Background: an optimization exercise with open tools, aiming at small area. Do not read the settings as production practice. Function was checked by simulation only, so behaviour that the tests miss may differ from the original. Power and IR drop assume default switching activity.

<file path="design/flow/config.mk">
export PLATFORM = sky130hd
export DESIGN_NAME = timecore_clock
export DESIGN_NICKNAME = timecore_clock
export VERILOG_FILES = /design/flow/design.v
export SDC_FILE = /design/flow/constraint.sdc
export NUM_CORES = 4
export LEC_CHECK = 0
export ABC_AREA = 1
export CAP_MARGIN = 20
export CORE_MARGIN = 2
export CORE_UTILIZATION = 60
export PLACE_DENSITY = 0.75
export SLEW_MARGIN = 20
</file>
<file path="design/flow/constraint.sdc">
create_clock -name core_clock -period 10.0 [get_ports {clk}]
set_input_delay 2.0000 -clock core_clock [delete_from_list [all_inputs] [get_ports {clk}]]
set_output_delay 2.0000 -clock core_clock [all_outputs]
set_load 0.01 [all_outputs]
</file>
<file path="design/flow/design.v">
module timecore_clock (
    input  wire       clk,
    input  wire       rst,           
    input  wire [4:0] seed_hours,    
    input  wire [5:0] seed_minutes,
    input  wire [5:0] seed_seconds,
    input  wire       tick_en,
    input  wire       raw_ih,        
    input  wire       raw_dh,
    input  wire       raw_im,
    input  wire       raw_dm,
    input  wire [7:0] editing,
    input  wire [7:0] dp_in,
    output wire [2:0] sel_idx,
    output wire [7:0] sel_onehot,
    output wire [6:0] seg,
    output wire       dp,
    output wire [4:0] hours,
    output wire [5:0] minutes,
    output wire [5:0] seconds
);
    localparam [14:0] T_INV = 15'b010101010101010;
    reg  [14:0] tq_r;
    wire [14:0] tq    = tq_r ^ T_INV;
    wire        t_z14 = ~|tq[13:0];
    wire        tick  = tick_en & t_z14 & tq[14];
    wire        t_fb  = tq[14] ^ tq[13] ^ t_z14;
    wire        t_run = tick_en & ~rst;
    always @(posedge clk)
        tq_r <= ({tq[13:0], t_fb} & {15{t_run}}) ^ T_INV;
    localparam [4:0] L_INV = 5'b01010;
    reg  [4:0] lo_r;
    wire [4:0] lo    = lo_r ^ L_INV;
    wire       l_z4  = ~|lo[3:0];
    wire       scan  = l_z4 & lo[4];
    wire       l_fb  = lo[4] ^ lo[2] ^ l_z4;
    reg  [9:0] hi;
    wire [9:0] hc;
    assign hc[0] = scan;
    genvar k;
    generate
        for (k = 1; k < 10; k = k + 1) begin : g_hc
            assign hc[k] = hc[k-1] & hi[k-1];
        end
    endgenerate
    always @(posedge clk) begin
        lo_r <= ({lo[3:0], l_fb} & {5{~rst}}) ^ L_INV;
        hi   <= (hi ^ hc) & {10{~rst}};
    end
    wire       blink = hi[9];
    wire [2:0] idx   = hi[2:0];
    localparam [9:0] D_INV = 10'b1010101010;
    wire [3:0] raw = {raw_dm, raw_im, raw_dh, raw_ih};
    reg  [3:0] s1_n, s2, prev;
    wire [3:0] edge_det = s2 & ~prev;
    always @(posedge clk) begin
        s1_n <= ~(raw & {4{~rst}});
        s2   <= ~s1_n & {4{~rst}};
        prev <= s2;
    end
    reg  [9:0] db_r [0:3];
    wire [3:0] pressed;
    genvar b;
    generate
        for (b = 0; b < 4; b = b + 1) begin : g_btn
            wire [9:0] d  = db_r[b] ^ D_INV;
            wire       z9 = ~|d[8:0];
            wire       fb = d[9] ^ d[6] ^ (z9 & (d[9] | edge_det[b]));
            assign pressed[b] = z9 & d[9];
            always @(posedge clk)
                db_r[b] <= ({d[8:0], fb} & {10{~rst}}) ^ D_INV;
        end
    endgenerate
    wire p_ih = pressed[0];
    wire p_dh = pressed[1];
    wire p_im = pressed[2];
    wire p_dm = pressed[3];
    reg [4:0] h;
    reg [5:0] m;
    reg [5:0] s;
    wire       s59 = s[5] & s[4] & s[3] & s[1] & s[0];
    wire       sw  = tick & s59;
    wire [5:0] st;
    assign st[0] = tick;
    assign st[1] = st[0] & s[0];
    assign st[2] = st[1] & s[1];
    assign st[3] = st[2] & s[2];
    assign st[4] = st[3] & s[3];
    assign st[5] = st[4] & s[4];
    wire [5:0] s_n = (s ^ st) & ~{6{sw}};
    wire       m59 = m[5] & m[4] & m[3] & m[1] & m[0];
    wire       m0  = ~|m;
    wire       mu  = tick ? sw : p_im;
    wire       md  = ~tick & ~p_im & p_dm;
    wire [5:0] mt;
    assign mt[0] = mu | md;
    assign mt[1] = mu & m[0]         | md & ~m[0];
    assign mt[2] = mu & (&m[1:0])    | md & ~(|m[1:0]);
    assign mt[3] = mu & (&m[2:0])    | md & ~(|m[2:0]);
    assign mt[4] = mu & (&m[3:0])    | md & ~(|m[3:0]);
    assign mt[5] = mu & (&m[4:0])    | md & ~(|m[4:0]);
    wire       cu  = mu & m59;
    wire       cd  = md & m0;
    wire [5:0] m_n = cu ? 6'd0 : cd ? 6'd59 : (m ^ mt);
    function [4:0] ud24;
        input [4:0] x;
        input       u;
        input       d;
        reg   [4:0] t;
        begin
            t[0] = u | d;
            t[1] = u & x[0]      | d & ~x[0];
            t[2] = u & (&x[1:0]) | d & ~(|x[1:0]);
            t[3] = u & (&x[2:0]) | d & ~(|x[2:0]);
            t[4] = u & (&x[3:0]) | d & ~(|x[3:0]);
            ud24 = (u & x[4] & x[2] & x[1] & x[0]) ? 5'd0  :
                   (d & ~|x)                        ? 5'd23 : x ^ t;
        end
    endfunction
    wire       hu  = ~tick & p_ih;
    wire       hd  = ~tick & ~p_ih & p_dh;
    wire [4:0] h1  = ud24(h, hu, hd);
    wire [4:0] h_n = ud24(h1, cu, cd);
    always @(posedge clk) begin
        if (rst) begin
            h <= seed_hours;
            m <= seed_minutes;
            s <= seed_seconds;
        end else begin
            h <= h_n;
            m <= m_n;
            s <= s_n;
        end
    end
    assign hours   = h;
    assign minutes = m;
    assign seconds = s;
    wire [7:0] onehot = 8'b1 << idx;
    wire       blank  = |(onehot & editing) & ~blink;
    reg [5:0] v;
    always @(*) begin
        case (idx[2:1])
            2'd0:    v = s;
            2'd1:    v = m;
            2'd2:    v = {1'b0, h};
            default: v = 6'd0;
        endcase
    end
    wire [3:0] digit = idx[0] ? (v / 6'd10) : (v % 6'd10);
    reg  [6:0] pattern;
    always @(*) begin
        case (digit)
            4'd0:    pattern = 7'h3F;
            4'd1:    pattern = 7'h06;
            4'd2:    pattern = 7'h5B;
            4'd3:    pattern = 7'h4F;
            4'd4:    pattern = 7'h66;
            4'd5:    pattern = 7'h6D;
            4'd6:    pattern = 7'h7D;
            4'd7:    pattern = 7'h07;
            4'd8:    pattern = 7'h7F;
            default: pattern = 7'h6F;
        endcase
    end
    assign sel_idx    = idx;
    assign sel_onehot = onehot;
    assign seg        = blank ? 7'd0 : pattern;
    assign dp         = |(onehot & dp_in) & ~blank;
endmodule
</file>
<file path="design/flow/flow/run.sh">
#!/bin/bash
# Standard ORFS layout with: an area-oriented ABC script in synthesis,
# small (buf_1) port buffers, and no CTS dummy loads.
set -euo pipefail
W=$PWD
export FLOW_STD_SYNTH=$W/synth_recipe.tcl
export MY_ABC_SCRIPT=$W/flow/area.abc
export BUFFER_PORTS_ARGS="-buffer_cell sky130_fd_sc_hd__buf_1"
export CTS_ARGS="-sink_clustering_enable -repair_clock_nets -dont_use_dummy_load -buf_list sky130_fd_sc_hd__clkbuf_8 -sink_clustering_size 25 -sink_clustering_max_diameter 100"
sed "s#SYNTH_SCRIPT=[^ ]*#SYNTH_SCRIPT=$W/flow/synth.tcl#" standard.sh > standard_own.sh
bash standard_own.sh > make_finish.log 2>&1
</file>
<file path="design/flow/flow/area.abc">
strash
&get -n
&deepsyn -T 60
&put
strash
&get -n
&dch -f
&nf -R 1000
&put
</file>
<file path="design/flow/flow/synth.tcl">
# The standard synthesis, with ABC's mapping script replaced by
# flow/area.abc (an area-oriented script) and without the half/full adder
# extraction before it, so ABC maps all the logic. Registers, names,
# flattening and renaming are those of the standard synthesis.
unset -nocomplain ::env(ADDER_MAP_FILE)
proc abc {args} {
  set i [lsearch -exact $args -script]
  if {$i >= 0} {
    lset args [expr {$i + 1}] $::env(MY_ABC_SCRIPT)
  }
  yosys abc {*}$args
}
source $::env(FLOW_STD_SYNTH)
</file>
<file path="design/flow/standard.sh">
#!/bin/bash
# synth_recipe.tcl (not shown) runs the flow's synth.tcl, then flattens the netlist and writes it again
# the make line also repeats each setting of config.mk as NAME=value (left out here)
make -C /OpenROAD-flow-scripts/flow DESIGN_CONFIG=/design/flow/config.mk WORK_HOME=/design/flow/orfs CLKGATE_MAP_FILE= SYNTH_SCRIPT=/design/flow/synth_recipe.tcl "${@:-finish}"
</file>
==> metrics.yaml, run 1 <==
outcome:
  run_status: "complete, no violations"
clocking:
  path_clk_slew_ns: 0.08
  clock-sinks: 99
  post_cts_buffers: 0
  cts_buffers: 9
  root_buffer: "clkbuf_8"
  htreeDepth: 3
  cts_buffer_depth: 2
  cts_tree: "built"
  ctsResizeCount: 0
  insertion_delay_ns: 0.36
  cts_hold_buf: 0
critical_path:
  worstSetupEndpointType: "output pin"
  crit_type: "flop to output pin"
  worst_setup_path_start_kind: "flop"
  crit_path_top_delay_cell: "nor2b_1"
  worstPathBufferInverterCount: 2
  path_cells: "nor2b_1 > a22o_1 > a21oi_1 > and2_0 > nor2_1 > a21oi_1 > a21boi_0 > xnor2_1 > nand2_1 > and2_0 > or2_0 > nor2_1 > nor2_1 > a22o_1 > o21ai_0 > o31a_1 > nor2b_1 > o21ai_0 > nand2b_1 > clkinv_1 > and2_0 > buf_1"
  critPathMaxFanout: 11
  worstPathRequired_ns: 8.00
  path_depth: 22
  rr_worst_depth: 13
  crit_path_max_incr_delay_ns: 0.51
  critPathTopFamily: "simple AND/OR/NAND/NOR gates"
  crit_arrival_ns: 4.86
synthesis:
  syn_area_sq_um: 3930
  synth.largest_area_cell: "dfxtp_1"
  synthArstFlopShare_pct: 0
  synth_fp_nets: 485
  ys_types: 43
  synth_edf_count: 0
  ys.flop_type: "dfxtp_1"
  synth.top_cell.area_share_pct: 50.5
  ys_seq_elements: 99
  netlist_instances: 445
  yosysSeqAreaShare_pct: 50.5
  synth_area_per_cell_sq_um: 8.82
  ys_warn_count: 2
  synth.top_cells.by_area: "dfxtp_1 (50%), nor2_1 (5.8%), nand2b_1 (5.7%)"
timing:
  clock_skew_ns: 0.0315
  tightest_slew_ns: 0.820
  whs_ns: 0.354
  period_share_pct: 68.6
  hold_violations: 0
  fmax_ghz: 0.146
  drv_slew: 0
  fin_crit_ns: 6.86
  setup_tns_ns: 0
  relSlewSlack_pct: 45.4
  setup_viol: 0
  grt_setup_unrepaired: "false"
die:
  pin_count: 76
  core_sq_um: 6350
  fp.dieW_um: 84.9
  die_area_sq_um: 7200
  floorplan.initialDensity_pct: 61.8
  rows: 29
  die_y_um: 84.9
routing:
  drt-vias-per-instance: 5.70
  wl_mm: 8.38
  via_count: 3443
  drc_errors: 0
  firstDrtPassIters: 6
  wl_per_cell_um: 13.9
  drt-initial-drc-count: 209
  final_antenna_net_count: 0
pwr:
  p_leak_nw: 1.74
  powerDensity_nw_per_um2: 162
  ir_drop_v: 0.000142
  power_uw: 715
placement:
  routabilityCongestion: 0.887
  portBuffers: 75
  place_hpwl_mm: 6.12
global_route:
  antenna_found_initial: 0
  grt_use_total_pct: 24.2
  grt_max_degree: 91
  grt_pass1_wl_mm: 14.1
  grt_overflow: 0
  grt_pass1_vias: 3173
job:
  maxCapViolations: 0
finish:
  n_fill_cell: 557
  layout.nets: 569
  drive_gt1_share_pct: 2.09
  num_antenna_cells: 0
  area_delta_synth_final_pct: 12.4
hold_path:
  min_path_cells: 0
  hp-class: "flop to flop"
power breakdown:
group | internal (mW) | switching [mW] | leakage [nW]
Clock | 0.0809 | 0.115 | 0.0647
Sequential | 0.408 | 0.0153 | 0.809
Combinational | 0.0410 | 0.0558 | 0.866
Total | 0.529 | 0.186 | 1.74
cell families after synthesis:
group           Yosys count  share of synthesized area (%)
simple gates            234                           30.6
flops                    99                           50.5
compound gates           89                           14.4
xor+xnor                 10                           2.23
buf+inv                   9                           1.15
mux                       4                           1.08
layer usage:
metal  up-vias  routed length (um)  track usage [%]
met1      1578                3880             31.3
met4         0                  94             7.07
li1       1737                   -                -
met2       116                3910             39.4
met5         -                   0                0
met3        12                 501             7.20
synth_stat cells (all sizes together) (8+ instances only):
| cell type | number |
|---|---|
| dfxtp | 99 |
| o21ai | 21 |
| nor2 | 61 |
| nor3 | 23 |
| nand2 | 44 |
| nand2b | 36 |
| nor2b | 8 |
| a22o | 11 |
| a21oi | 28 |
| and2 | 10 |
| and3 | 10 |
path summary, 6_finish.rpt:
check / start / slack, ns / endpoint
max reg2reg: tq_r[8] / 6.26 / h[4]
max: hi[1] / 3.14 / seg[4]
min reg2reg: s2[0] / 0.35 / prev[0]
min: s2[0] / 0.35 / prev[0]
worst reg2reg max path, stage by stage (launching register included):
cell     delay (ns)
dfxtp_1        0.33
or4b_1         0.55
nor4_1         0.46
and3_1         0.38
nand3_1        0.20
nor2_1         0.15
nor2_1         0.06
nor2_1         0.18
and3_1         0.23
and4_1         0.31
and4_1         0.30
mux2i_1        0.12
xnor2_1        0.18
a22o_1         0.20
metrics by stage:
step / instance area [sq um] / cells / utilization [%] / setup slack [ns]
detailed placement: 4290 / 595 / 67.5 / 3.57
floorplan: 3930 / 445 / - / 4.17
finish: 4410 / 604 / 69.5 / 3.14
global route: 4410 / 604 / 69.5 / 2.64
CTS: 4410 / 604 / 69.5 / 3.20
global placement: 4290 / 595 / 67.5 / 3.94
registers in the layout, summed over array words and instances, names as in the netlist:
signal / flops
db_r: 40
tq_r: 15
hi: 10
m: 6
s: 6
h: 5
lo_r: 5
prev: 4
s1_n: 4
s2: 4
layout make-up:
cell class | count | area, sq um | area share (%)
Sequential cell | 99 | 1980 | 44.9
Multi-Input combinational cell | 337 | 1900 | 43.0
Timing Repair Buffer | 76 | 290 | 6.58
Clock buffer | 9 | 124 | 2.81
Tap cell | 77 | 96.3 | 2.18
Inverter | 6 | 22.5 | 0.510
placed cells by master, fill, tap and decap left out, drive strengths merged, types with 2 or more instances in the layout:
master  count
dfxtp      99
buf        75
nor2       61
nand2      44
nand2b     36
a21oi      28
nor3       23
o21ai      21
a22o       11
and3       10
and2       10
clkbuf     10
nor2b       8
clkinv      6
nand4       6
nor4        6
nand3       6
xnor2       6
a22oi       6
a31oi       5
or4         4
and4        4
or2         4
xor2        4
o21a        4
or3         3
a32o        3
a221oi      3
o31a        2
mux2        2
nor3b       2
mux2i       2
o22ai       2
==> inputs of run 2 (changes only) <==
==> design/flow/flow/run.sh (replaced) <==
#!/bin/bash
# Standard ORFS layout with: an area-oriented ABC script in synthesis,
# small (buf_1) port buffers, and no CTS dummy loads.
set -euo pipefail
W=$PWD
export FLOW_STD_SYNTH=$W/synth_recipe.tcl
export MY_ABC_SCRIPT=$W/flow/area.abc
export BUFFER_PORTS_ARGS="-buffer_cell sky130_fd_sc_hd__buf_1"
export CTS_ARGS="-sink_clustering_enable -repair_clock_nets -dont_use_dummy_load -buf_list \"sky130_fd_sc_hd__clkbuf_4 sky130_fd_sc_hd__clkbuf_8\" -sink_clustering_size 10 -sink_clustering_max_diameter 40"
sed "s#SYNTH_SCRIPT=[^ ]*#SYNTH_SCRIPT=$W/flow/synth.tcl#" standard.sh > standard_own.sh
bash standard_own.sh > make_finish.log 2>&1
==> metrics.yaml, run 2 <==
synthesis:
  yosys.area_share.simple_pct: 30.6  # unchanged
  ys_types: 43  # unchanged
  synth_top_family_by_area: "simple AND/OR/NAND/NOR gates"
  ys_warn_count: 2  # unchanged
  synth.most_common_cell: "dfxtp_1"
  synth.top_cell.area_share_pct: 50.5  # unchanged
  ys.flop_type: "dfxtp_1"
  syn_area_sq_um: 3930  # unchanged
  synth_commonest_cells: "dfxtp_1 (99), nor2_1 (61), nand2_1 (44), nand2b_1 (36), a21oi_1 (28)"
  ys_seq_elements: 99  # unchanged
  synthArstFlopShare_pct: 0  # unchanged
  yosysSeqAreaShare_pct: 50.5  # unchanged
  yosys.area_share.xor_xnor_pct: 2.23  # unchanged
  synth_fp_nets: 485  # unchanged
  synth_adder_area_share_pct: 0  # unchanged
  synth_edf_count: 0  # unchanged
  synth.largest_area_cell: "dfxtp_1"
  synth.top_cells.by_area: "dfxtp_1 (50%), nor2_1 (5.8%), nand2b_1 (5.7%)"
  synth_area_per_cell_sq_um: 8.82  # unchanged
  synth-compound-area-share_pct: 14.4  # unchanged
  muxShareOfSynthArea_pct: 1.08  # unchanged
  netlist_instances: 445  # unchanged
job:
  maxCapViolations: 0  # unchanged
hold_path:
  hp-class: "flop to flop"
routing:
  via_count: 3443  # unchanged
  wl_per_cell_um: 13.9  # unchanged
  firstDrtPassIters: 6  # unchanged
  final_antenna_net_count: 0  # unchanged
  drt-initial-drc-count: 209  # unchanged
  drc_errors: 0  # unchanged
  drt-vias-per-instance: 5.70  # unchanged
  wl_mm: 8.38  # unchanged
clocking:
  cts_buffers: 9  # unchanged
  ctsResizeCount: 0  # unchanged
  cts_buffer_depth: 2  # unchanged
  cts_tree: "built"
  path_clk_slew_ns: 0.08  # about the same
  insertion_delay_ns: 0.36  # about the same
  htreeDepth: 3  # unchanged
  clock-sinks: 99  # unchanged
  post_cts_buffers: 0  # unchanged
  root_buffer: "clkbuf_8"
  cts_hold_buf: 0  # unchanged
critical_path:
  critPathMaxFanout: 11  # unchanged
  worstSetupEndpointType: "output pin"
  worst_setup_path_start_kind: "flop"
  crit_type: "flop to output pin"
  crit_arrival_ns: 4.86  # about the same
  worstPathRequired_ns: 8.00  # about the same
timing:
  grt_setup_unrepaired: "false"
  fmax_ghz: 0.146  # unchanged
  whs_ns: 0.354  # unchanged
  setup_viol: 0  # unchanged
  relSlewSlack_pct: 45.4  # unchanged
  fin_crit_ns: 6.86  # unchanged
  tightest_slew_ns: 0.820  # unchanged
  hold_violations: 0  # unchanged
  drv_slew: 0  # unchanged
  setup_tns_ns: 0  # unchanged
  clock_skew_ns: 0.0315  # unchanged
  period_share_pct: 68.6  # unchanged
global_route:
  grt_pass1_vias: 3173  # unchanged
  grt_pass1_wl_mm: 14.1  # unchanged
  antenna_found_initial: 0  # unchanged
  grt_overflow: 0  # unchanged
  grt_max_degree: 91  # unchanged
  grt_use_total_pct: 24.2  # unchanged
placement:
  portBuffers: 75  # unchanged
  routabilityCongestion: 0.887  # unchanged
  place_hpwl_mm: 6.12  # unchanged
  dpl_cell_area_sq_um: 4290  # unchanged
die:
  rows: 29  # unchanged
  fp.dieW_um: 84.9  # unchanged
  core_sq_um: 6350  # unchanged
  die_y_um: 84.9  # unchanged
  die_area_sq_um: 7200  # unchanged
  floorplan.initialDensity_pct: 61.8  # unchanged
  pin_count: 76  # unchanged
outcome:
  run_status: "complete, no violations"
finish:
  final_cell_mix: "dfxtp_1 (99), buf_1 (74), nor2_1 (61)"
  drive_gt1_share_pct: 2.09  # unchanged
  largest_register_ffs: 40  # unchanged
  top_register: "db_r"
  num_antenna_cells: 0  # unchanged
  area_delta_synth_final_pct: 12.4  # unchanged
  final_area_sq_um: 4410  # unchanged
  final_common_cell: "dfxtp_1"
  layout.nets: 569  # unchanged
  reg_top3: "db_r: 40 flops, tq_r: 15 flops, hi: 10 flops"
pwr:
  powerDensity_nw_per_um2: 162  # unchanged
  ir_drop_v: 0.000142  # unchanged
  p_leak_nw: 1.74  # unchanged
[run 2: cell counts after synthesis]
No cell type changed its count.
[run 2: metal layers]
| layer | track usage [%] | share of wire, % | up-vias |
|---|---|---|---|
| met5 | 0 | 0 | - |
| met4 | 7.07 | 1.1 | 0 |
| met3 | 7.20 | 6.0 | 12 |
| met2 | 39.4 | 47 | 116 |
| met1 | 31.3 | 46 | 1578 |
| li1 | - | - | 1737 |
[run 2: path summary, 6_finish.rpt]
kind                              start  endpoint  slack, ns  cells past startpoint
worst max register to register  tq_r[8]      h[4]       6.26                     13
worst min-delay path              s2[0]   prev[0]       0.35                      0
worst max-delay path              hi[1]    seg[4]       3.14                     22
worst min register to register    s2[0]   prev[0]       0.35                      0
[run 2: worst max-delay path, cell delays in order (launching register included)]
cell	delay, ns
dfxtp_1	0.48
nor2b_1	0.51
a22o_1	0.21
a21oi_1	0.07
and2_0	0.21
nor2_1	0.19
a21oi_1	0.09
a21boi_0	0.41
xnor2_1	0.20
nand2_1	0.09
and2_0	0.18
or2_0	0.27
nor2_1	0.13
nor2_1	0.05
a22o_1	0.25
o21ai_0	0.24
o31a_1	0.20
nor2b_1	0.17
o21ai_0	0.10
nand2b_1	0.10
clkinv_1	0.07
and2_0	0.15
buf_1	0.12
[run 2: cells by family (layout without fill, tap and decap cells)]
| logic type | count (synthesis) | in the layout |
|---|---|---|
| xor gates and xnor gates | 10 | 10 |
| and+or+nand+nor | 234 | 234 |
| AOI/OAI and AO/OA | 89 | 89 |
| buffers and inverters | 9 | 91 |
| DFF | 99 | 99 |
| muxes | 4 | 4 |
[run 2: per-stage QoR]
step / setup slack [ns] / utilization, % / power [mW] / cells
global route: 2.64 / 69.5 / 0.749 / 604
finish: 3.14 / 69.5 / 0.715 / 604
detailed placement: 3.57 / 67.5 / 0.528 / 595
CTS: 3.20 / 69.5 / 0.720 / 604
global placement: 3.94 / 67.5 / 0.524 / 595
floorplan: 4.17 / - / 0.493 / 445
[run 2: power breakdown]
group          leakage, nW  total (mW)  switching [mW]  internal (mW)
Sequential           0.809       0.423          0.0153          0.408
Combinational        0.866      0.0968          0.0558         0.0410
Clock               0.0647       0.196           0.115         0.0809
Total                 1.74       0.715           0.186          0.529
[run 2: cell type report]
type	count	area [sq um]
Fill cell	557	1940
Clock buffer	9	124
Inverter	6	22.5
Timing Repair Buffer	76	290
Tap cell	77	96.3
Multi-Input combinational cell	337	1900
Sequential cell	99	1980
==> inputs of run 3 (changes only) <==
==> design/flow/flow/run.sh (replaced) <==
#!/bin/bash
# Standard ORFS layout with: an area-oriented ABC script in synthesis,
# small (buf_1) port buffers, and no CTS dummy loads.
set -euo pipefail
W=$PWD
export FLOW_STD_SYNTH=$W/synth_recipe.tcl
export MY_ABC_SCRIPT=$W/flow/area.abc
export BUFFER_PORTS_ARGS="-buffer_cell sky130_fd_sc_hd__buf_1"
export CTS_ARGS="-sink_clustering_enable -repair_clock_nets -dont_use_dummy_load"
sed "s#SYNTH_SCRIPT=[^ ]*#SYNTH_SCRIPT=$W/flow/synth.tcl#" standard.sh > standard_own.sh
bash standard_own.sh > make_finish.log 2>&1
--- a/design/flow/config.mk
+++ b/design/flow/config.mk
@@ -8,6 +8,6 @@
 export ABC_AREA = 1
 export CAP_MARGIN = 20
 export CORE_MARGIN = 2
-export CORE_UTILIZATION = 60
-export PLACE_DENSITY = 0.75
+export CORE_UTILIZATION = 40
+export PLACE_DENSITY = 0.6
 export SLEW_MARGIN = 20
==> metrics.yaml, run 3 <==
clocking:
  cts_buffer_depth: 2  # unchanged
  ctsResizeCount: 0  # unchanged
  root_buffer: "clkbuf_8"
  clock-sinks: 99  # unchanged
  insertion_delay_ns: 0.36  # about the same
  htreeDepth: 3  # unchanged
  post_cts_buffers: 0  # unchanged
  cts_hold_buf: 0  # unchanged
  cts_buffers: 9  # unchanged
  cts_tree: "built"
  path_clk_slew_ns: 0.09  # about the same
synthesis:
  yosysSeqAreaShare_pct: 50.5  # unchanged
  yosys.area_share.xor_xnor_pct: 2.23  # unchanged
  netlist_instances: 445  # unchanged
  synth_adder_area_share_pct: 0  # unchanged
  yosys.area_share.simple_pct: 30.6  # unchanged
  synth_top_family_by_area: "simple AND/OR/NAND/NOR gates"
  synthArstFlopShare_pct: 0  # unchanged
  synth_fp_nets: 485  # unchanged
  synth_area_per_cell_sq_um: 8.82  # unchanged
  ys_seq_elements: 99  # unchanged
  ys.flop_type: "dfxtp_1"
  synth-compound-area-share_pct: 14.4  # unchanged
  synth.most_common_cell: "dfxtp_1"
  synth_edf_count: 0  # unchanged
  synth_commonest_cells: "dfxtp_1 (99), nor2_1 (61), nand2_1 (44), nand2b_1 (36), a21oi_1 (28)"
  muxShareOfSynthArea_pct: 1.08  # unchanged
  synth.largest_area_cell: "dfxtp_1"
  ys_warn_count: 2  # unchanged
  ys_types: 43  # unchanged
  synth.top_cell.area_share_pct: 50.5  # unchanged
  synth.top_cells.by_area: "dfxtp_1 (50%), nor2_1 (5.8%), nand2b_1 (5.7%)"
  syn_area_sq_um: 3930  # unchanged
finish:
  multiInputGateArea_sq_um: 1900  # unchanged
  drive_gt1_share_pct: 2.09  # unchanged
  area_delta_synth_final_pct: 14.2
  n_fill_cell: 987  # +77%
  largest_register_ffs: 40  # unchanged
  seq_area_sq_um: 1980  # unchanged
  final_common_cell: "dfxtp_1"
  num_antenna_cells: 0  # unchanged
  top_register: "db_r"
  layout.nets: 569  # unchanged
  final_cell_mix: "dfxtp_1 (99), buf_1 (74), nor2_1 (61)"
  final_area_sq_um: 4480  # +1.6%
  reg_top3: "db_r: 40 flops, tq_r: 15 flops, hi: 10 flops"
placement:
  portBuffers: 75  # unchanged
  routabilityCongestion: 0.795  # -10%
  dpl_cell_area_sq_um: 4360  # +1.6%
  place_hpwl_mm: 6.44  # +5.2%
timing:
  drv_slew: 0  # unchanged
  tightest_slew_ns: 0.821  # +0.00148 ns
  grt_setup_unrepaired: "false"
  setup_viol: 0  # unchanged
  relSlewSlack_pct: 45.3  # -0.099 points
  fmax_ghz: 0.146  # -0.13%
  period_share_pct: 68.7  # +0.091 points
  fin_crit_ns: 6.87  # +0.00911 ns
  hold_violations: 0  # unchanged
  clock_skew_ns: 0.0279  # -0.00360 ns
  setup_tns_ns: 0  # unchanged
die:
  die_y_um: 103  # +21%
  pin_count: 76  # unchanged
  floorplan.initialDensity_pct: 40.7  # -21 points
  rows: 36  # +24%
  core_sq_um: 9640  # +52%
  die_area_sq_um: 10600  # +47%
  fp.dieW_um: 103  # +21%
pwr:
  switching_share_pct: 26.3  # +0.31 points
  combPwrFrac_pct: 13.3  # -0.2 points
  ir_drop_v: 0.0000733  # -49%
  clock_power_share_pct: 27.7  # +0.4 points
  p_switching_uw: 189  # +1.6%
  p_leak_nw: 1.74  # unchanged
  p_int_uw: 529  # about the same
  powerDensity_nw_per_um2: 160  # -1.2%
  seq_power_share_pct: 58.9  # -0.2 points
global_route:
  grt_overflow: 0  # unchanged
  grt_pass1_wl_mm: 14.0  # -0.29%
  antenna_found_initial: 0  # unchanged
  grt_pass1_vias: 2986  # -5.9%
  grt_max_degree: 91  # unchanged
  grt_use_total_pct: 17.0  # -7.2 points
routing:
  wl_mm: 8.87  # +5.8%
  final_antenna_net_count: 0  # unchanged
  wl_per_cell_um: 13.4  # -3.2%
  drt-initial-drc-count: 137  # -34%
  drc_errors: 0  # unchanged
  via_count: 3352  # -2.6%
  drt-vias-per-instance: 5.08  # -11%
  firstDrtPassIters: 4  # -2
critical_path:
  rr_endpoint: "h[3]"
  crit_path_top_delay_cell: "nor2b_1"
  critPathMaxFanout: 11  # unchanged
  rrSetupSlack_ns: 6.40  # +0.14 ns
  worstSetupEndpointType: "output pin"
  crit_type: "flop to output pin"
  worst_setup_path_start_kind: "flop"
  rr_worst_depth: 13  # unchanged
  worstPathRequired_ns: 8.00  # about the same
  critPathTopFamily: "simple AND/OR/NAND/NOR gates"
  crit_path_max_incr_delay_ns: 0.54  # +0.03 ns
  worstPathBufferInverterCount: 2  # unchanged
  path_cells: "nor2b_1 > a22o_1 > a21oi_1 > and2_0 > nor2_1 > a21oi_1 > a21boi_0 > xnor2_1 > nand2_1 > and2_0 > or2_0 > nor2_1 > nor2_1 > a22o_1 > o21ai_0 > o31a_1 > nor2b_1 > o21ai_0 > nand2b_1 > clkinv_1 > and2_0 > buf_1"
  r2r-start: "tq_r[8]"
  crit_arrival_ns: 4.87  # about the same
hold_path:
  min_path_cells: 0  # unchanged
  hold_start: "s2[2]"
  hold_path_end: "prev[2]"
  hp-class: "flop to flop"
outcome:
  run_status: "complete, no violations"
job:
  maxCapViolations: 0  # unchanged
run 3: cell counts after synthesis:
No cell type changed its count.
run 3: worst max-delay path by stage:
stage	from	end	slack, ns	cells after the start
floorplan	hi[1]	seg[4]	4.17	22
global placement	hi[1]	seg[4]	3.87	22
detailed placement	hi[1]	seg[4]	3.57	22
CTS	hi[1]	seg[4]	3.16	22
global route	hi[1]	seg[4]	2.65	23
finish	hi[1]	seg[4]	3.13	22
run 3: power groups by stage:
| stage | combinational (mW) | sequential (mW) | clock [mW] |
|---|---|---|---|
| finish | 0.0955 | 0.423 | 0.199 |
| global route | 0.109 | 0.425 | 0.223 |
| CTS | 0.0962 | 0.423 | 0.208 |
| detailed placement | 0.0959 | 0.432 | 0 |
| global placement | 0.0937 | 0.432 | 0 |
| floorplan | 0.0622 | 0.430 | 0 |
run 3: area by class of cell:
type | instances | area share [%]
multi-input cells | 337 | 42.3
flip-flops and latches | 99 | 44.2
inverters | 6 | 0.502
repair buffers | 76 | 6.48
clock buffers | 9 | 2.76
well taps | 133 | 3.71
run 3: per-layer routing:
| metal | wire length (um) | track usage [%] |
|---|---|---|
| met2 | 3800 | 25.1 |
| met1 | 4530 | 23.9 |
| met4 | 175 | 7.89 |
| met5 | 0 | 0 |
| met3 | 372 | 3.32 |
run 3: kinds of logic (layout without fill, tap and decap cells):
| family | Yosys count | count (layout) |
|---|---|---|
| simple gates | 234 | 234 |
| buf+inv | 9 | 91 |
| flops | 99 | 99 |
| xor+xnor | 10 | 10 |
| compound gates | 89 | 89 |
| mux | 4 | 4 |
run 3: through the flow:
stage               utilization (%)  hold slack [ns]  setup WS, ns  std cells  power (mW)
global route                   46.5            0.361          2.65        660       0.758
detailed placement             45.2            0.336          3.57        651       0.528
floorplan                         -            0.323          4.17        445       0.493
CTS                            46.5            0.351          3.16        660       0.728
finish                         46.5            0.346          3.13        660       0.718
global placement               45.2            0.336          3.87        651       0.526
==> inputs of run 4 (changes only) <==
--- a/design/flow/design.v
+++ b/design/flow/design.v
@@ -119,8 +119,10 @@
     endfunction
     wire       hu  = ~tick & p_ih;
     wire       hd  = ~tick & ~p_ih & p_dh;
-    wire [4:0] h1  = ud24(h, hu, hd);
-    wire [4:0] h_n = ud24(h1, cu, cd);
+    wire signed [6:0] hs = $signed({2'b00, h}) + $signed({{6{hd}}, hu | hd})
+                         + $signed({{6{cd}}, cu | cd});
+    wire [4:0] h_n = hs < 0   ? hs[4:0] + 5'd24 :
+                     hs >= 24 ? hs[4:0] - 5'd24 : hs[4:0];
     always @(posedge clk) begin
         if (rst) begin
             h <= seed_hours;
==> design/flow/flow/run.sh (replaced) <==
#!/bin/bash
# Standard ORFS layout with: an area-oriented, multi-seed ABC mapping in
# synthesis (flow/synth.tcl), small (buf_1) port buffers, and no CTS dummy
# loads.
set -euo pipefail
W=$PWD
export FLOW_STD_SYNTH=$W/synth_recipe.tcl
export MY_ABC_SCRIPT=$W/flow/area.abc
export MY_ABC_SEEDS="1 2 3 4"
export MY_ABC_DIR=$W/abc_runs
mkdir -p "$MY_ABC_DIR"
export BUFFER_PORTS_ARGS="-buffer_cell sky130_fd_sc_hd__buf_1"
export CTS_ARGS="-sink_clustering_enable -repair_clock_nets -dont_use_dummy_load"
sed "s#SYNTH_SCRIPT=[^ ]*#SYNTH_SCRIPT=$W/flow/synth.tcl#" standard.sh > standard_own.sh
bash standard_own.sh > make_finish.log 2>&1
==> design/flow/flow/area.abc (replaced) <==
strash
&get -n
&deepsyn -T 40 -S @SEED@
&put
strash
&get -n
&dch -f
&nf -R 1000
&put
==> design/flow/flow/synth.tcl (replaced) <==
# The standard synthesis, with two changes to the combinational mapping:
#  * no half/full adder extraction before ABC, so ABC maps all the logic;
#  * ABC runs an area-oriented script (flow/area.abc: deep synthesis, then
#    area-recovering mapping) once per random seed in MY_ABC_SEEDS, and the
#    smallest mapped netlist is kept.
# Registers, names, flattening and renaming are those of the standard
# synthesis.
unset -nocomplain ::env(ADDER_MAP_FILE)
proc abc {args} {
  set i [lsearch -exact $args -script]
  set tpl [open $::env(MY_ABC_SCRIPT) r]
  set script [read $tpl]
  close $tpl
  set best -1
  yosys design -save my_pre_abc
  foreach seed $::env(MY_ABC_SEEDS) {
    yosys design -load my_pre_abc
    set f $::env(MY_ABC_DIR)/area_$seed.abc
    set o [open $f w]
    puts -nonewline $o [string map [list @SEED@ $seed] $script]
    close $o
    set a $args
    if {$i >= 0} { lset a [expr {$i + 1}] $f }
    yosys abc {*}$a
    yosys tee -q -o $::env(MY_ABC_DIR)/stat_$seed.txt stat -liberty [lindex $::env(LIB_FILES) 0]
    set s [open $::env(MY_ABC_DIR)/stat_$seed.txt r]
    set txt [read $s]
    close $s
    if {[regexp {Chip area for module '[^']*': ([0-9.]+)} $txt -> area]} {
      puts "MY_ABC seed $seed area $area"
      if {$best < 0 || $area < $best} {
        set best $area
        yosys design -save my_best_abc
      }
    }
  }
  puts "MY_ABC best area $best"
  yosys design -load my_best_abc
}
source $::env(FLOW_STD_SYNTH)
==> metrics.yaml, run 4 <==
outcome:
  run_status: "complete, no violations"
placement:
  routabilityCongestion: 0.841  # +5.8%
  placedCellCount: 625  # -4.0%
  portBuffers: 75  # unchanged
  dpl_cell_area_sq_um: 4180  # -4.0%
  dp_slack_ns: 4.55  # +0.983 ns
  place_hpwl_mm: 6.43  # about the same
finish:
  multiInputGateArea_sq_um: 1710  # -10%
  layout.cells.non_filler: 634  # -3.9%
  drive_gt1_share_pct: 2.29  # +0.21 points
  final_cell_mix: "dfxtp_1 (99), nand2_1 (74), buf_1 (74)"
  top_register: "db_r"
  reg_top3: "db_r: 40 flops, tq_r: 15 flops, hi: 10 flops"
  layout.nets: 565  # -0.70%
  largest_register_ffs: 40  # unchanged
  final_area_sq_um: 4310  # -3.9%
  area_delta_synth_final_pct: 14.3  # about the same
  final_common_cell: "dfxtp_1"
  num_antenna_cells: 0  # unchanged
  n_fill_cell: 932  # -5.6%
  seq_area_sq_um: 1980  # unchanged
critical_path:
  crit_type: "flop to output pin"
  rr_endpoint: "h[4]"
  crit_path_max_incr_delay_ns: 0.75  # +0.21 ns
  path_cells: "nor2b_1 > a22oi_1 > nand2_1 > nand2_1 > or2_0 > o41ai_1 > xnor2_1 > nor2_1 > nor2_1 > o21a_1 > o21bai_1 > buf_1"
  crit_path_top_delay_cell: "o41ai_1"
  rr_worst_depth: 16  # +3
  crit_arrival_ns: 3.70  # -1.17 ns
  worstSetupEndpointType: "output pin"
  r2r-start: "tq_r[0]"
  worstPathRequired_ns: 8.00  # about the same
  critPathMaxFanout: 14  # +3
  rrSetupSlack_ns: 6.21  # -0.19 ns
  worst_setup_path_start_kind: "flop"
clocking:
  htreeDepth: 3  # unchanged
  path_clk_slew_ns: 0.08  # about the same
  clock-sinks: 99  # unchanged
  post_cts_buffers: 0  # unchanged
  ctsResizeCount: 0  # unchanged
  cts_hold_buf: 0  # unchanged
  cts_buffers: 9  # unchanged
  cts_tree: "built"
  root_buffer: "clkbuf_8"
  insertion_delay_ns: 0.36  # about the same
  cts_buffer_depth: 2  # unchanged
routing:
  via_count: 3376  # +0.72%
  wl_per_cell_um: 13.8  # +2.3%
  drc_errors: 0  # unchanged
  drt-vias-per-instance: 5.32  # +4.8%
  final_antenna_net_count: 0  # unchanged
  wl_mm: 8.72  # -1.7%
  firstDrtPassIters: 4  # unchanged
  drt-initial-drc-count: 163  # +19%
die:
  die_y_um: 101  # -1.9%
  die_area_sq_um: 10200  # -3.8%
  floorplan.initialDensity_pct: 41.0  # +0.27 points
  fp.dieW_um: 101  # -1.9%
  pin_count: 76  # unchanged
  rows: 35  # -2.8%
  core_sq_um: 9200  # -4.6%
synthesis:
  netlist_instances: 440  # -1.1%
  synthArstFlopShare_pct: 0  # unchanged
  synth_commonest_cells: "dfxtp_1 (99), nand2_1 (74), nor2_1 (59), nor3_1 (29), a21oi_1 (27)"
  synth.largest_area_cell: "dfxtp_1"
  synth_fp_nets: 480  # -1.0%
  synth_edf_count: 0  # unchanged
  ys_types: 42  # -2.3%
  synth.most_common_cell: "dfxtp_1"
  ys.flop_type: "dfxtp_1"
  yosysSeqAreaShare_pct: 52.6  # +2.1 points
  synth.top_cells.by_area: "dfxtp_1 (53%), nand2_1 (7.4%), nor2_1 (5.9%)"
  synth.top_cell.area_share_pct: 52.6  # +2.1 points
  ys_warn_count: 2  # unchanged
  syn_area_sq_um: 3770  # -4.0%
  ys_seq_elements: 99  # unchanged
  synth_area_per_cell_sq_um: 8.57  # -2.9%
global_route:
  grt_pass1_wl_mm: 14.4  # +2.2%
  grt_pass1_vias: 3164  # +6.0%
  grt_overflow: 0  # unchanged
  grt_use_total_pct: 17.8  # +0.77 points
  antenna_found_initial: 0  # unchanged
  grt_max_degree: 55  # -40%
timing:
  tightest_slew_ns: 0.772  # -0.0493 ns
  fin_crit_ns: 5.70  # -1.17 ns
  relSlewSlack_pct: 47.9  # +2.6 points
  drv_slew: 0  # unchanged
  hold_violations: 0  # unchanged
  period_share_pct: 57.0  # -12 points
  setup_tns_ns: 0  # unchanged
  fmax_ghz: 0.175  # +20%
  setup_ws_ns: 4.30  # +1.17 ns
  setup_viol: 0  # unchanged
  clock_skew_ns: 0.0318  # +0.00393 ns
  grt_setup_unrepaired: "false"
pwr:
  ir_drop_v: 0.0000623  # -15%
  power_uw: 695  # -3.2%
  p_leak_nw: 1.66  # -4.3%
  powerDensity_nw_per_um2: 161  # +0.75%
hold_path:
  hp-class: "flop to flop"
  min_path_cells: 0  # unchanged
  hold_start: "s2[1]"
  hold_path_end: "prev[1]"
job:
  maxCapViolations: 0  # unchanged
-- run 4: cell count changes in the layout (fill, tap and decap cells not counted), sizes merged, moves of 4 or more --
cell,change
and2,-6
nor2b,-4
nor3,+6
nand2b,-31
a22o,-6
clkinv,+10
nand2,+30
and4,-4
-- run 4: per-layer routing --
metal	wire length, um	track usage (%)	up-vias
met5	0	0	-
met2	3900	29.2	103
met4	146	7.90	0
met1	4170	22.9	1553
met3	497	3.05	13
li1	-	-	1707
-- run 4: report_power, final --
part	switching (mW)	internal, mW	leakage [nW]
clock	0.115	0.0809	0.0647
combinational	0.0496	0.0317	0.791
sequential	0.0128	0.406	0.809
total	0.177	0.518	1.66
-- run 4: how the worst max path moves through the flow --
stage / from / to / slack (ns) / cells after the start
after floorplan: editing[6] / seg[0] / 4.88 / 6
after global routing: hi[1] / seg[6] / 3.81 / 15
after global placement: editing[6] / seg[0] / 4.68 / 8
after CTS: hi[1] / seg[0] / 4.31 / 12
after detailed placement: editing[6] / seg[0] / 4.55 / 8
final: hi[1] / seg[0] / 4.30 / 12
-- run 4: area by class of cell --
cell class                      instances  area share, %
Clock buffer                            9           2.88
Multi-Input combinational cell        322           39.6
Inverter                               16           1.39
Timing Repair Buffer                   77           6.91
Sequential cell                        99           46.0
Tap cell                              111           3.22
-- run 4: cell families after synthesis --
logic type	after synthesis	synth area share [%]
simple gates	215	26.0
flops	99	52.6
compound gates	93	15.7
buf+inv	19	2.19
xor+xnor	10	2.32
mux	4	1.16
-- run 4: per-stage QoR --
| stage | hold WS, ns | util, % |
|---|---|---|
| after floorplan | 0.323 | - |
| after global placement | 0.331 | 45.5 |
| after detailed placement | 0.333 | 45.5 |
| after CTS | 0.353 | 46.8 |
| after global routing | 0.363 | 46.8 |
| final | 0.346 | 46.8 |
-- run 4: worst max-delay path, delay by kind of cell, from the launching register on --
kind / cells / cell delay (ns)
AOI/OAI and AO/OA: 4 / 1.20
xor gates and xnor gates: 1 / 0.20
buffers and inverters: 1 / 0.15
DFF: 1 / 0.59
and+or+nand+nor: 6 / 1.22
==> inputs of run 5 (changes only) <==
==> design/flow/flow/area.abc (replaced) <==
strash
&get -n
&deepsyn -T 40 -S @SEED@
&put
strash
amap -m
--- a/design/flow/flow/synth.tcl
+++ b/design/flow/flow/synth.tcl
@@ -1,7 +1,7 @@
 # The standard synthesis, with two changes to the combinational mapping:
 #  * no half/full adder extraction before ABC, so ABC maps all the logic;
 #  * ABC runs an area-oriented script (flow/area.abc: deep synthesis, then
-#    area-recovering mapping) once per random seed in MY_ABC_SEEDS, and the
+#    area-only standard-cell mapping with amap) once per random seed in MY_ABC_SEEDS, and the
 #    smallest mapped netlist is kept.
 # Registers, names, flattening and renaming are those of the standard
 # synthesis.
==> metrics.yaml, run 5 <==
die:
  floorplan.initialDensity_pct: 40.5  # -0.47 points
  fp.dieW_um: 100  # -1.0%
  pin_count: 76  # unchanged
  core_sq_um: 9110  # -0.95%
  die_area_sq_um: 10000  # -2.0%
  die_y_um: 100  # -1.0%
  rows: 35  # unchanged
synthesis:
  ys_types: 41  # -2.4%
  synth_fp_nets: 484  # +0.83%
  ys_warn_count: 2  # unchanged
  synth.top_cells.by_area: "dfxtp_1 (54%), nor2_1 (8.9%), nand2_1 (6.2%)"
  netlist_instances: 444  # +0.91%
  synthArstFlopShare_pct: 0  # unchanged
  yosysSeqAreaShare_pct: 53.7  # +1.1 points
  synth.most_common_cell: "dfxtp_1"
  synth_commonest_cells: "dfxtp_1 (99), nor2_1 (88), nand2_1 (61), clkinv_1 (49), o21ai_0 (29)"
  synth_edf_count: 0  # unchanged
  synth.top_cell.area_share_pct: 53.7  # +1.1 points
  ys_seq_elements: 99  # unchanged
  synth.largest_area_cell: "dfxtp_1"
  synth_area_per_cell_sq_um: 8.31  # -3.0%
  syn_area_sq_um: 3690  # -2.1%
  ys.flop_type: "dfxtp_1"
critical_path:
  rr_worst_depth: 16  # unchanged
  crit_arrival_ns: 4.22  # +0.52 ns
  worstSetupEndpointType: "output pin"
  critPathMaxFanout: 6  # -8
  worst_setup_path_start_kind: "flop"
  crit_type: "flop to output pin"
  r2r-start: "tq_r[8]"
  worstPathRequired_ns: 8.00  # about the same
  rr_endpoint: "h[4]"
  rrSetupSlack_ns: 5.54  # -0.67 ns
  crit_path_end: "seg[1]"
  crit_start: "hi[1]"
placement:
  placedCellCount: 629  # +0.64%
  dpl_cell_area_sq_um: 4110  # -1.9%
  portBuffers: 75  # unchanged
  place_hpwl_mm: 6.46  # +0.34%
  routabilityCongestion: 0.840  # about the same
clocking:
  cts_buffer_depth: 2  # unchanged
  ctsResizeCount: 0  # unchanged
  insertion_delay_ns: 0.37  # about the same
  cts_hold_buf: 0  # unchanged
  post_cts_buffers: 0  # unchanged
  cts_buffers: 9  # unchanged
  htreeDepth: 3  # unchanged
  root_buffer: "clkbuf_8"
  clock-sinks: 99  # unchanged
  cts_tree: "built"
  path_clk_slew_ns: 0.07  # about the same
routing:
  firstDrtPassIters: 4  # unchanged
  drt-initial-drc-count: 196  # +20%
  wl_per_cell_um: 13.5  # -1.8%
  wl_mm: 8.62  # -1.1%
  final_antenna_net_count: 0  # unchanged
  drt-vias-per-instance: 5.16  # -3.2%
  drc_errors: 0  # unchanged
  via_count: 3289  # -2.6%
global_route:
  grt_overflow: 0  # unchanged
  grt_pass1_vias: 3202  # +1.2%
  grt_pass1_wl_mm: 14.4  # +0.63%
  grt_use_total_pct: 18.2  # +0.44 points
  antenna_found_initial: 1  # +1
  grt_max_degree: 49  # -11%
finish:
  reg_top3: "db_r: 40 flops, tq_r: 15 flops, hi: 10 flops"
  seq_area_sq_um: 1980  # unchanged
  layout.nets: 569  # +0.71%
  largest_register_ffs: 40  # unchanged
  n_fill_cell: 917  # -1.6%
  area_delta_synth_final_pct: 14.6
  num_antenna_cells: 0  # unchanged
  top_register: "db_r"
  multiInputGateArea_sq_um: 1500  # -12%
  final_area_sq_um: 4230  # -1.8%
  layout.cells.non_filler: 638  # +0.63%
  final_common_cell: "dfxtp_1"
  drive_gt1_share_pct: 2.28  # -0.017 points
  final_cell_mix: "dfxtp_1 (99), nor2_1 (88), buf_1 (74)"
timing:
  grt_setup_unrepaired: "false"
  setup_tns_ns: 0  # unchanged
  tightest_slew_ns: 0.541  # -0.231 ns
  clock_skew_ns: 0.0301  # -0.00177 ns
  setup_viol: 0  # unchanged
  drv_slew: 0  # unchanged
  period_share_pct: 62.2  # +5.2 points
  fin_crit_ns: 6.22  # +0.519 ns
  whs_ns: 0.347  # +0.000247 ns
  fmax_ghz: 0.161  # -8.3%
  hold_violations: 0  # unchanged
  relSlewSlack_pct: 63.9  # +16 points
pwr:
  p_leak_nw: 1.58  # -4.9%
  ir_drop_v: 0.0000792  # +27%
  power_uw: 701  # +0.89%
  powerDensity_nw_per_um2: 166  # +2.8%
hold_path:
  hp-class: "flop to flop"
outcome:
  run_status: "complete, no violations"
job:
  maxCapViolations: 0  # unchanged
[run 5: cell types whose count changed in the layout (fill, tap and decap cells not counted), moves of 6 or more]
| cell | before | now |
|---|---|---|
| clkinv_1 | 16 | 49 |
| nor2_1 | 59 | 88 |
| a21oi_1 | 27 | 11 |
| nand2_1 | 74 | 61 |
| nor3_1 | 29 | 17 |
| a22oi_1 | 9 | 0 |
| a222oi_1 | 0 | 8 |
| o22ai_1 | 0 | 7 |
| xnor2_1 | 7 | 0 |
| o21ai_0 | 23 | 29 |
[run 5: area by class of cell]
type	count	share of cell area (%)
Sequential cell	99	46.9
Multi-Input combinational cell	293	35.5
Timing Repair Buffer	77	7.04
Inverter	49	4.35
Tap cell	111	3.28
Clock buffer	9	2.93
[run 5: worst min path at each step]
stage | from | depth (start not counted) | end | slack [ns]
after floorplan | s2[0] | 0 | prev[0] | 0.32
after global placement | s2[3] | 0 | prev[3] | 0.33
after detailed placement | s2[3] | 0 | prev[3] | 0.33
after CTS | s2[0] | 0 | prev[0] | 0.35
after global routing | s2[0] | 0 | prev[0] | 0.36
final | s2[0] | 0 | prev[0] | 0.35
[run 5: where the power goes]
group / internal, mW / switching, mW
Clock: 0.0808 / 0.115
Combinational: 0.0320 / 0.0537
Sequential: 0.407 / 0.0131
[run 5: layer usage]
layer | GRT usage, % | up-vias | share of wire (%)
met5 | 0 | - | 0.13
met4 | 8.32 | 2 | 1.9
met3 | 4.39 | 15 | 6.5
met2 | 30.2 | 82 | 47
met1 | 22.5 | 1512 | 44
li1 | - | 1678 | -
[run 5: worst max-delay path, cell delays in order (launching register included)]
cell	delay, ns
dfxtp_1	0.40
clkinv_1	0.16
nor2_1	0.37
clkinv_1	0.27
o22ai_1	0.30
o32ai_1	0.13
a21oi_1	0.22
clkinv_1	0.13
o21ai_0	0.17
a21oi_1	0.06
nor2_1	0.28
nor2_1	0.08
a211oi_1	0.15
or2_0	0.22
or2_0	0.18
o211ai_1	0.15
o21ai_0	0.29
nor2_1	0.07
nor2_1	0.10
buf_1	0.16
[run 5: cell families (layout without fill, tap and decap cells)]
| logic type | after synthesis | count (layout) | share of synthesized area [%] |
|---|---|---|---|
| AOI/OAI and AO/OA | 82 | 82 | 15.1 |
| xor gates and xnor gates | 1 | 1 | 0.237 |
| buffers and inverters | 52 | 135 | 5.59 |
| DFF | 99 | 99 | 53.7 |
| and+or+nand+nor | 210 | 210 | 25.4 |
[run 5: stage by stage]
stage | utilization [%] | setup WS (ns)
2_1_floorplan | - | 4.75
3_3_place_gp | 45.1 | 4.45
3_5_place_dp | 45.1 | 4.17
4_1_cts | 46.4 | 3.77
5_1_grt | 46.4 | 3.20
6_report | 46.4 | 3.78
==> inputs of run 6 (changes only) <==
--- a/design/flow/design.v
+++ b/design/flow/design.v
@@ -34,21 +34,15 @@
     wire       l_z4  = ~|lo[3:0];
     wire       scan  = l_z4 & lo[4];
     wire       l_fb  = lo[4] ^ lo[2] ^ l_z4;
-    reg  [9:0] hi;
-    wire [9:0] hc;
-    assign hc[0] = scan;
-    genvar k;
-    generate
-        for (k = 1; k < 10; k = k + 1) begin : g_hc
-            assign hc[k] = hc[k-1] & hi[k-1];
-        end
-    endgenerate
+    reg  [2:0] idx;
+    reg  [6:0] bph;
+    wire       idx_c = scan & (&idx);
     always @(posedge clk) begin
         lo_r <= ({lo[3:0], l_fb} & {5{~rst}}) ^ L_INV;
-        hi   <= (hi ^ hc) & {10{~rst}};
+        idx  <= (idx + {2'd0, scan}) & {3{~rst}};
+        bph  <= (bph + {6'd0, idx_c}) & {7{~rst}};
     end
-    wire       blink = hi[9];
-    wire [2:0] idx   = hi[2:0];
+    wire       blink = bph[6];
     localparam [9:0] D_INV = 10'b1010101010;
     wire [3:0] raw = {raw_dm, raw_im, raw_dh, raw_ih};
     reg  [3:0] s1_n, s2, prev;
--- a/design/flow/flow/run.sh
+++ b/design/flow/flow/run.sh
@@ -6,7 +6,7 @@
 W=$PWD
 export FLOW_STD_SYNTH=$W/synth_recipe.tcl
 export MY_ABC_SCRIPT=$W/flow/area.abc
-export MY_ABC_SEEDS="1 2 3 4"
+export MY_ABC_SEEDS="1 2 3 4 5 6"
 export MY_ABC_DIR=$W/abc_runs
 mkdir -p "$MY_ABC_DIR"
 export BUFFER_PORTS_ARGS="-buffer_cell sky130_fd_sc_hd__buf_1"
==> metrics.yaml, run 6 <==
synthesis:
  synthArstFlopShare_pct: 0  # unchanged
  yosys.area_share.xor_xnor_pct: 0.476  # +0.24 points
  synth_top_family_by_area: "simple AND/OR/NAND/NOR gates"
  synth_area_per_cell_sq_um: 8.34  # +0.34%
  ys.flop_type: "dfxtp_1"
  synth-compound-area-share_pct: 16.5  # +1.4 points
  muxShareOfSynthArea_pct: 0  # unchanged
  synth.largest_area_cell: "dfxtp_1"
  synth_edf_count: 0  # unchanged
  ys_types: 41  # unchanged
  synth.top_cell.area_share_pct: 53.9  # +0.18 points
  syn_area_sq_um: 3680  # -0.34%
  synth.top_cells.by_area: "dfxtp_1 (54%), nor2_1 (8.6%), nand2_1 (6.1%)"
  ys_warn_count: 2  # unchanged
  synth_adder_area_share_pct: 0  # unchanged
  synth.most_common_cell: "dfxtp_1"
  synth_commonest_cells: "dfxtp_1 (99), nor2_1 (84), nand2_1 (60), clkinv_1 (48), o21ai_0 (30)"
  netlist_instances: 441  # -0.68%
  yosys.area_share.simple_pct: 24.2  # -1.2 points
  yosysSeqAreaShare_pct: 53.9  # +0.18 points
  synth_fp_nets: 481  # -0.62%
  ys_seq_elements: 99  # unchanged
critical_path:
  worstSetupEndpointType: "output pin"
  crit_arrival_ns: 4.39  # +0.17 ns
  critPathMaxFanout: 7  # +1
  worstPathRequired_ns: 8.00  # about the same
  r2r-start: "tq_r[10]"
  worst_setup_path_start_kind: "flop"
  crit_type: "flop to output pin"
  crit_start: "idx[2]"
timing:
  fin_crit_ns: 6.39  # +0.173 ns
  setup_ws_ns: 3.61  # -0.173 ns
  period_share_pct: 63.9  # +1.7 points
  grt_setup_unrepaired: "false"
  setup_tns_ns: 0  # unchanged
  setup_viol: 0  # unchanged
  tightest_slew_ns: 0.744  # +0.204 ns
  fmax_ghz: 0.156  # -2.7%
  drv_slew: 0  # unchanged
  hold_violations: 0  # unchanged
  relSlewSlack_pct: 50.4  # -14 points
  clock_skew_ns: 0.0247  # -0.00537 ns
global_route:
  grt_max_degree: 51  # +4.1%
  antenna_found_initial: 0  # -1
  grt_use_total_pct: 17.7  # -0.52 points
  grt_pass1_vias: 3197  # -0.16%
  grt_pass1_wl_mm: 14.3  # -0.71%
  grt_overflow: 0  # unchanged
clocking:
  root_buffer: "clkbuf_8"
  cts_hold_buf: 0  # unchanged
  insertion_delay_ns: 0.35  # -0.02 ns
  htreeDepth: 3  # unchanged
  post_cts_buffers: 0  # unchanged
  cts_tree: "built"
  cts_buffers: 9  # unchanged
  path_clk_slew_ns: 0.08  # about the same
  ctsResizeCount: 0  # unchanged
  cts_buffer_depth: 2  # unchanged
  clock-sinks: 99  # unchanged
routing:
  drt-initial-drc-count: 189  # -3.6%
  wl_per_cell_um: 13.4  # -0.54%
  drc_errors: 0  # unchanged
  drt-vias-per-instance: 5.23  # +1.5%
  via_count: 3323  # +1.0%
  final_antenna_net_count: 0  # unchanged
  firstDrtPassIters: 5  # +1
  wl_mm: 8.53  # -1.0%
finish:
  final_common_cell: "dfxtp_1"
  final_area_sq_um: 4240  # +0.15%
  final_cell_mix: "dfxtp_1 (99), nor2_1 (84), buf_1 (74)"
  layout.cells.non_filler: 635  # -0.47%
  seq_area_sq_um: 1980  # unchanged
  num_antenna_cells: 0  # unchanged
  largest_register_ffs: 40  # unchanged
  n_fill_cell: 891  # -2.8%
  top_register: "db_r"
  multiInputGateArea_sq_um: 1520  # +0.92%
  reg_top3: "db_r: 40 flops, tq_r: 15 flops, bph: 7 flops"
  drive_gt1_share_pct: 2.28  # unchanged
  area_delta_synth_final_pct: 15.1
  layout.nets: 569  # unchanged
placement:
  routabilityCongestion: 0.835  # -0.60%
  place_hpwl_mm: 6.29  # -2.5%
  dp_slack_ns: 4.10  # -0.0626 ns
  portBuffers: 75  # unchanged
  dpl_cell_area_sq_um: 4110  # +0.15%
  placedCellCount: 626  # -0.48%
die:
  floorplan.initialDensity_pct: 41.8  # +1.3 points
  die_area_sq_um: 9980  # -0.33%
  core_sq_um: 8810  # -3.3%
  pin_count: 76  # unchanged
  die_y_um: 99.9  # -0.16%
  fp.dieW_um: 99.9  # -0.16%
  rows: 34  # -2.9%
pwr:
  powerDensity_nw_per_um2: 167  # +0.88%
  p_leak_nw: 1.58  # -0.22%
  ir_drop_v: 0.0000743  # -6.3%
job:
  maxCapViolations: 0  # unchanged
hold_path:
  hold_start: "s2[1]"
  hp-class: "flop to flop"
outcome:
  run_status: "complete, no violations"
run 6: cell types whose count changed after synthesis, sizes merged, moves of 3 or more:
cell / previous run / this run
nor3: 17 / 14
o22ai: 7 / 4
nor2: 88 / 84
or2: 7 / 1
nand3: 6 / 12
buf: 3 / 0
a22oi: 0 / 5
a31oi: 0 / 4
run 6: layout make-up:
class | count | share of cell area, %
well taps | 108 | 3.19
clock buffers | 9 | 2.92
repair buffers | 77 | 7.03
multi-input cells | 294 | 35.8
inverters | 48 | 4.25
flip-flops and latches | 99 | 46.8
run 6: logic make-up (layout without fill, tap and decap cells):
family	after synthesis	after routing
flip-flops	99	99
buffers and inverters	48	134
XOR/XNOR	2	2
AO/OA/AOI/OAI	91	91
AND/OR/NAND/NOR	201	201
run 6: final timing paths:
path,slack [ns],end,cells past startpoint
max,3.61,seg[0],19
min,0.33,prev[1],0
max reg2reg,5.50,h[4],16
min reg2reg,0.33,prev[1],0
run 6: worst max-delay path, cell delays in order, from the launching register on:
cell and delay, ns:
dfxtp_1 0.45, nor2_1 0.16, a222oi_1 0.46, clkinv_1 0.19, nand2_1 0.16, a21oi_1 0.09, o311ai_0 0.44, nor2_1 0.12
a222oi_1 0.54, nor2_1 0.11, nand2_1 0.08, nand3_1 0.07, o22ai_1 0.22, a21o_1 0.13, o21ai_0 0.11, nor2_1 0.13
nor2_1 0.07, o32ai_1 0.25, o21ai_0 0.15, buf_1 0.16
run 6: through the flow:
stage	util, %	power [mW]	hold WS (ns)
2_1_floorplan	-	0.484	0.322
3_3_place_gp	46.7	0.518	0.329
3_5_place_dp	46.7	0.520	0.331
4_1_cts	48.1	0.715	0.331
5_1_grt	48.1	0.742	0.336
6_report	48.1	0.709	0.331
run 6: per-layer routing:
layer  vias to the layer above  GRT usage, %  part of all wire, %  routed length (um)
li1                       1695             -                    -                   -
met1                      1517          21.7                   46                3950
met2                        98          30.8                   46                3950
met3                        13          3.27                  5.8                 495
met4                         0          6.95                  1.6                 136
met5                         -             0                    0                   0
run 6: power breakdown:
group | internal, mW | switching, mW | leakage [nW]
clock | 0.0810 | 0.116 | 0.0647
sequential | 0.407 | 0.0144 | 0.809
combinational | 0.0335 | 0.0559 | 0.707
==> inputs of run 7 (changes only) <==
--- a/design/flow/design.v
+++ b/design/flow/design.v
@@ -142,7 +142,10 @@
             default: v = 6'd0;
         endcase
     end
-    wire [3:0] digit = idx[0] ? (v / 6'd10) : (v % 6'd10);
+    wire [4:0] vq = v[5:1];
+    wire [2:0] vt = vq / 5'd5;
+    wire [2:0] vr = vq % 5'd5;
+    wire [3:0] digit = idx[0] ? {1'b0, vt} : {vr, v[0]};
     reg  [6:0] pattern;
     always @(*) begin
         case (digit)
==> metrics.yaml, run 7 <==
outcome:
  run_status: "complete, no violations"
synthesis:
  synth_commonest_cells: "dfxtp_1 (99), nor2_1 (90), nand2_1 (60), clkinv_1 (47), o21ai_0 (33)"
  synth.top_cells.by_area: "dfxtp_1 (54%), nor2_1 (9.2%), nand2_1 (6.2%)"
  ys_seq_elements: 99  # unchanged
  ys_types: 41  # unchanged
  netlist_instances: 439  # -0.45%
  synth.top_cell.area_share_pct: 54.2  # +0.33 points
  yosysSeqAreaShare_pct: 54.2  # +0.33 points
  ys_warn_count: 2  # unchanged
  synth_area_per_cell_sq_um: 8.33  # -0.16%
  ys.flop_type: "dfxtp_1"
  synth.most_common_cell: "dfxtp_1"
  syn_area_sq_um: 3660  # -0.61%
  synth_edf_count: 0  # unchanged
  synthArstFlopShare_pct: 0  # unchanged
  synth.largest_area_cell: "dfxtp_1"
  synth_fp_nets: 479  # -0.42%
timing:
  clock_skew_ns: 0.0470  # +0.0223 ns
  relSlewSlack_pct: 47.5  # -2.9 points
  period_share_pct: 60.1  # -3.8 points
  setup_viol: 0  # unchanged
  drv_slew: 0  # unchanged
  tightest_slew_ns: 0.788  # +0.0439 ns
  grt_setup_unrepaired: "false"
  hold_violations: 0  # unchanged
  fin_crit_ns: 6.01  # -0.385 ns
  setup_tns_ns: 0  # unchanged
  fmax_ghz: 0.166  # +6.4%
die:
  rows: 34  # unchanged
  fp.dieW_um: 99.6  # -0.29%
  core_sq_um: 8810  # unchanged
  pin_count: 76  # unchanged
  floorplan.initialDensity_pct: 41.5  # -0.26 points
  die_y_um: 99.6  # -0.29%
  die_area_sq_um: 9920  # -0.58%
routing:
  drt-vias-per-instance: 5.19  # -0.74%
  drt-initial-drc-count: 142  # -25%
  wl_per_cell_um: 12.9  # -3.7%
  firstDrtPassIters: 5  # unchanged
  wl_mm: 8.19  # -4.0%
  drc_errors: 0  # unchanged
  via_count: 3288  # -1.1%
  final_antenna_net_count: 0  # unchanged
global_route:
  grt_max_degree: 48  # -5.9%
  grt_pass1_wl_mm: 13.7  # -4.7%
  antenna_found_initial: 0  # unchanged
  grt_use_total_pct: 17.0  # -0.67 points
  grt_pass1_vias: 3112  # -2.7%
  grt_overflow: 0  # unchanged
critical_path:
  critPathTopFamily: "compound AO/OA/AOI/OAI gates"
  crit_type: "flop to output pin"
  worstPathRequired_ns: 8.00  # about the same
  crit_path_max_incr_delay_ns: 0.51  # -0.03 ns
  crit_path_top_delay_cell: "a222oi_1"
  path_cells: "clkinv_1 > nand2_1 > clkinv_1 > a222oi_1 > clkinv_1 > nor2_1 > nor2_1 > o21ai_0 > o21a_1 > o21ai_0 > a21boi_0 > o22ai_1 > a21oi_1 > a21oi_1 > nor2_1 > nor2_1 > clkinv_1 > o21ai_0 > buf_1"
  rrSetupSlack_ns: 4.99  # -0.51 ns
  critPathMaxFanout: 5  # -2
  crit_arrival_ns: 4.01  # -0.38 ns
  worstSetupEndpointType: "output pin"
  worstPathBufferInverterCount: 5  # +3
  worst_setup_path_start_kind: "flop"
finish:
  layout.cells.non_filler: 633  # -0.31%
  reg_top3: "db_r: 40 flops, tq_r: 15 flops, bph: 7 flops"
  area_delta_synth_final_pct: 15.2  # about the same
  drive_gt1_share_pct: 2.29  # +0.0087 points
  largest_register_ffs: 40  # unchanged
  num_antenna_cells: 0  # unchanged
  top_register: "db_r"
  final_common_cell: "dfxtp_1"
  final_cell_mix: "dfxtp_1 (99), nor2_1 (90), buf_1 (74)"
  layout.nets: 567  # -0.35%
clocking:
  ctsResizeCount: 0  # unchanged
  path_clk_slew_ns: 0.08  # about the same
  root_buffer: "clkbuf_8"
  clock-sinks: 99  # unchanged
  post_cts_buffers: 0  # unchanged
  cts_hold_buf: 0  # unchanged
  cts_buffers: 9  # unchanged
  cts_buffer_depth: 2  # unchanged
  insertion_delay_ns: 0.36  # about the same
  cts_tree: "built"
  htreeDepth: 3  # unchanged
placement:
  routabilityCongestion: 0.873  # +4.5%
  place_hpwl_mm: 6.13  # -2.6%
  portBuffers: 75  # unchanged
  placedCellCount: 624  # -0.32%
hold_path:
  hp-class: "flop to flop"
pwr:
  powerDensity_nw_per_um2: 163  # -2.5%
  ir_drop_v: 0.0000807  # +8.6%
  p_leak_nw: 1.57  # -0.87%
job:
  maxCapViolations: 0  # unchanged
[run 7: report_power, final]
part	internal, mW	switching, mW	leakage, nW
registers	0.406	0.0116	0.809
clock network	0.0809	0.113	0.0647
logic	0.0286	0.0474	0.693
[run 7: per-layer routing]
metal | vias up | part of all wire [%] | global-route usage, %
li1 | 1682 | - | -
met1 | 1523 | 50 | 21.7
met2 | 75 | 46 | 28.7
met3 | 8 | 3.6 | 3.23
met4 | 0 | 1.0 | 6.22
met5 | - | 0 | 0
[run 7: kinds of logic (layout without fill, tap and decap cells)]
family	Yosys count	in the layout	share of synthesized area, %
buffers and inverters	47	133	4.83
flip-flops	99	99	54.2
AND/OR/NAND/NOR	202	202	24.2
AO/OA/AOI/OAI	91	91	16.7
[run 7: worst reg2reg max path, delay by kind of cell, from the launching register on]
kind,cells,cell delay (ns)
buffers and inverters,1,0.17
flip-flops,1,0.31
AO/OA/AOI/OAI,5,0.98
AND/OR/NAND/NOR,16,3.44
[run 7: final timing paths]
path | from | endpoint | depth (start not counted)
min reg2reg | s2[3] | prev[3] | 0
max | idx[1] | seg[0] | 19
min | s2[3] | prev[3] | 0
max reg2reg | tq_r[8] | h[3] | 22
[run 7: area by class of cell]
class	instances	area, sq um
clock buffer	9	124
tap	108	135
timing repair buffer	77	298
multi-input combinational	293	1500
sequential	99	1980
fill	893	4590
inverter	47	176
[run 7: metrics by stage]
stage          power [mW]  hold slack [ns]  cell area [sq um]  util [%]  setup WS, ns
3_3_place_gp        0.501            0.332               4090      46.4          4.47
3_5_place_dp        0.502            0.336               4090      46.4          4.22
4_1_cts             0.696            0.354               4210      47.8          3.99
2_1_floorplan       0.470            0.323               3660         -          4.78
5_1_grt             0.721            0.365               4210      47.8          3.47
6_report            0.687            0.352               4210      47.8          3.99

## port drivers added, routing unchanged
Ports are ideal in the flow. The routed layouts listed here were re-timed in OpenROAD. Step 1, drivers: a clkbuf_16 drives clk and a buf_2 each remaining input, both assumed. Step 2 adds t to the input delays and takes it off the output delays; t is the mean of the earliest and latest rising clock arrival at the registers after step 1. Input paths then give back, and output paths get back, about the clock's delay inside the block. Slacks: no drivers / after step 1 / after step 2; pairs: no drivers / after step 1.
run | t, ns | slack for setup (ns) | worst data-port slew with drivers (ns) | cell pins on the clock port's net
run 1 | 0.379 | 3.143 / 3.112 / 3.490 | 0.04 | 1
run 2 | 0.379 | 3.143 / 3.112 / 3.490 | 0.04 | 1
run 3 | 0.386 | 3.134 / 3.098 / 3.484 | 0.04 | 1
run 4 | 0.375 | 4.299 / 4.267 / 4.519 | 0.03 | 1
run 5 | 0.381 | 3.780 / 3.750 / 4.131 | 0.06 | 1
run 6 | 0.369 | 3.607 / 3.577 / 3.947 | 0.04 | 1
run 7 | 0.367 | 3.992 / 3.961 / 4.155 | 0.04 | 1
After both steps every run listed still meets setup and hold.
